From an optimization exercise on the open Yosys and OpenROAD flow, aimed at small area, a short achievable clock period and few clock cycles per item; shortcuts taken in it are not production practice.
In this exercise RTL edits were held to simulation tests only and were not proved equivalent to the original.
No activity file was given, so power comes from the tool's default toggle rates.

## exp/tundra
Design fb_draw, start of the top module:
module fb_draw (
    input  wire        clk,
    input  wire        rst,         
    input  wire        cmd_valid,
    output wire        cmd_ready,
    input  wire [2:0]  cmd_op,      
    input  wire [15:0] cmd_x,       
    input  wire [15:0] cmd_y,       
    input  wire [15:0] cmd_len,     
    input  wire [15:0] cmd_h,       
    input  wire [7:0]  cmd_c,       
    input  wire        dat_valid,
    output wire        dat_ready,
    input  wire [7:0]  dat_byte,
    output wire        px_valid,
    input  wire        px_ready,
    output wire [7:0]  px_x,
    output wire [6:0]  px_y,
    output wire [7:0]  px_c,
    output wire        ack          
);
    localparam OP_CLEAR  = 3'd0;
    localparam OP_PIXEL  = 3'd1;
    localparam OP_HLINE  = 3'd2;
    localparam OP_VLINE  = 3'd3;
    localparam OP_CIRCLE = 3'd4;
    localparam OP_BLIT   = 3'd5;
    function [17:0] fadd;
        input [17:0] a, b;
        input        ci;
        reg   [17:0] g, p, gg, pp;
        reg   [18:0] c;
        integer i, k;
        begin
            g = a & b;
            p = a ^ b;
            gg = g;
            pp = p;
            for (k = 1; k < 18; k = k * 2)
                for (i = 0; i < 18; i = i + 1)
                    if ((i / k) % 2 == 1) begin
                        gg[i] = gg[i] | (pp[i] & gg[(i / k) * k - 1]);
                        pp[i] = pp[i] & pp[(i / k) * k - 1];
                    end
            c[0] = ci;
            for (i = 0; i < 18; i = i + 1)
                c[i + 1] = gg[i] | (pp[i] & ci);
            fadd = p ^ c[17:0];
        end
    endfunction
    function [15:0] finc;
        input [15:0] a;
        integer i;
  ...
For scale: ~1600 cells after synthesis, about 120 I/O pins, roughly 15000 um2 of cells after synthesis.
Settings: LEC_CHECK=0, CAP_MARGIN=70, CORE_MARGIN=2, CORE_UTILIZATION=50, GPL_TIMING_DRIVEN=1, PLACE_DENSITY=0.8, SLEW_MARGIN=70; clock period 15.0 ns.
standard.sh (not shown) runs the stock make flow with config.mk's settings and CLKGATE_MAP_FILE= SYNTH_SCRIPT=/design/flow/synth_recipe.tcl, a recipe that flattens the netlist after the stock synthesis.
==> flow/flow/run.sh <==
#!/bin/bash
# Standard layout flow, with timing repair aimed at a setup slack of 10.5 ns.
bash standard.sh SETUP_SLACK_MARGIN=10.5 finish > standard.log 2>&1
exp/tundra ran to completion and came out clean on the timing, design-rule and antenna checks.
Testbench counts of exp/tundra, summed over its fixed seeds: cycles 119,715, items 2,400.
diff inputs: exp/tundra => exp/zinc
# exp/tundra
export LEC_CHECK = 0
export CAP_MARGIN = 70
export CORE_MARGIN = 2
export CORE_UTILIZATION = 50
export GPL_TIMING_DRIVEN = 1
export PLACE_DENSITY = 0.8
export SLEW_MARGIN = 70
create_clock -name core_clock -period 15.0 [get_ports {clk}]
# exp/zinc
export LEC_CHECK = 0
export CAP_MARGIN = 70
export CORE_MARGIN = 2
export CORE_UTILIZATION = 30
export GPL_TIMING_DRIVEN = 1
export PLACE_DENSITY = 0.6
export SLEW_MARGIN = 70
create_clock -name core_clock -period 15.0 [get_ports {clk}]
==> flow/flow/run.sh <==
#!/bin/bash
# Standard layout flow, with timing repair aimed at a setup slack of 11 ns.
bash standard.sh SETUP_SLACK_MARGIN=11 finish > standard.log 2>&1
==> run notes <==
On total number of vias: between exp/tundra and exp/zinc, it ends up lower for exp/tundra.
The met2 demand-to-capacity share in global routing reported for exp/zinc is smaller than that of exp/tundra by 12 points.
exp/zinc against exp/tundra; power in the clock group is up by a little under 10%.
Synthesis-to-layout area growth up 15 points in exp/zinc wrt exp/tundra
In the tables for exp/tundra and exp/zinc, number of fillers in the final layout reads higher with exp/zinc.
exp/zinc does worse than exp/tundra on internal power consumption.
Worst max-slew margin expressed relative to the limit was lower in exp/zinc than in exp/tundra.
Changes observed in exp/zinc relative to exp/tundra: multi-input gate count shows no meaningful change, peak supply drop shrank by about 28%.
Setup changes, exp/zinc to exp/harbor
# exp/zinc
export LEC_CHECK = 0
export CAP_MARGIN = 70
export CORE_MARGIN = 2
export CORE_UTILIZATION = 30
export GPL_TIMING_DRIVEN = 1
export PLACE_DENSITY = 0.6
export SLEW_MARGIN = 70
create_clock -name core_clock -period 15.0 [get_ports {clk}]
# exp/harbor
export LEC_CHECK = 0
export CAP_MARGIN = 40
export CORE_MARGIN = 2
export CORE_UTILIZATION = 40
export GPL_TIMING_DRIVEN = 1
export PLACE_DENSITY = 0.7
export SLEW_MARGIN = 40
create_clock -name core_clock -period 15.0 [get_ports {clk}]
==> flow/flow/run.sh <==
#!/bin/bash
# Standard layout flow, with timing repair aimed at a setup slack of 10.5 ns.
bash standard.sh SETUP_SLACK_MARGIN=10.5 finish > standard.log 2>&1
==> run notes <==
For exp/zinc and exp/harbor, there was not a single run that failed to finish clean.
~same multi-input combinational cell count in exp/zinc and exp/harbor
Max pre-CTS setup slack across exp/zinc and exp/harbor: exp/zinc
Maximum frequency: exp/harbor vs exp/zinc up about 0.5%
exp/harbor against exp/zinc: die area down about 25%; overall via count from detail_route down 847; filler cell count in the final layout down 30%; placed standard-cell area down 4.9%; post-route core utilization up 7.2 points.
--- input diff exp/harbor..exp/ember ---
# exp/harbor
export LEC_CHECK = 0
export CAP_MARGIN = 40
export CORE_MARGIN = 2
export CORE_UTILIZATION = 40
export GPL_TIMING_DRIVEN = 1
export PLACE_DENSITY = 0.7
export SLEW_MARGIN = 40
create_clock -name core_clock -period 15.0 [get_ports {clk}]
# exp/ember
export LEC_CHECK = 0
export CAP_MARGIN = 70
export CORE_MARGIN = 2
export CORE_UTILIZATION = 30
export GPL_TIMING_DRIVEN = 1
export PLACE_DENSITY = 0.6
export SLEW_MARGIN = 70
create_clock -name core_clock -period 15.0 [get_ports {clk}]
==> flow/run.sh (new file) <==
#!/bin/bash
# synth_recipe.tcl (not shown) runs the flow's synth.tcl, then flattens the netlist and writes it again
# the make line also repeats each setting of config.mk as NAME=value (left out here)
make -C /OpenROAD-flow-scripts/flow DESIGN_CONFIG=/design/flow/config.mk WORK_HOME=/design/flow/orfs CLKGATE_MAP_FILE= SYNTH_SCRIPT=/design/flow/synth_recipe.tcl finish
removed: flow/flow/run.sh
removed: flow/standard.sh
[summary]
Re count of cells along the worst hold path: no difference whatsoever between exp/ember and exp/harbor. Minimum clock period | exp/ember above exp/harbor. exp/ember vs. exp/harbor: cell area lower, critical path depth climbed 14, utilization shrank by 13 points. Die area ends up lower on exp/harbor. NOTE: final period utilization in exp/ember exceeds that of exp/harbor. Comparing exp/harbor with exp/ember, the sum of routed wire length over all layers came out essentially unchanged. exp/ember vs exp/harbor on first-pass GRT wire length: exp/ember is the lower one. Max met2 layer wire length in the routed design across exp/harbor and exp/ember: exp/harbor.

==> re-timing with driven ports <==
The flow's constraints put no driver on any port. The routed layouts listed below were extracted and timed again, unchanged, in two steps. Step 1, drivers: a clkbuf_16 drives clk and a buf_2 each remaining input, both assumed. Step 2, shift: input delay + t, output delay - t, t = (earliest + latest rising clock arrival at the registers) / 2. This alone moves slack from input paths to output paths. Slacks: no drivers / after step 1 / after step 2; pairs: no drivers / after step 1.
run	t (ns)	setup WS [ns]	clock arrival spread, ns	slew at the worst register clock pin (ns)	pins driven straight from the clock port
exp/tundra	0.504	10.412 / 10.361 / 10.064	0.016 / 0.015	0.08 / 0.08	1
exp/zinc	0.520	10.416 / 10.362 / 10.239	0.017 / 0.016	0.08 / 0.08	1
exp/harbor	0.498	10.440 / 10.388 / 10.051	0.018 / 0.018	0.08 / 0.08	1
exp/ember	0.511	9.322 / 9.322 / 9.049	0.017 / 0.016	0.08 / 0.08	1
After both steps setup and hold are still met in every run listed. For exp/harbor, which loses most, drivers alone change the setup slack by -0.052 ns; drivers and shift together by -0.389 ns.
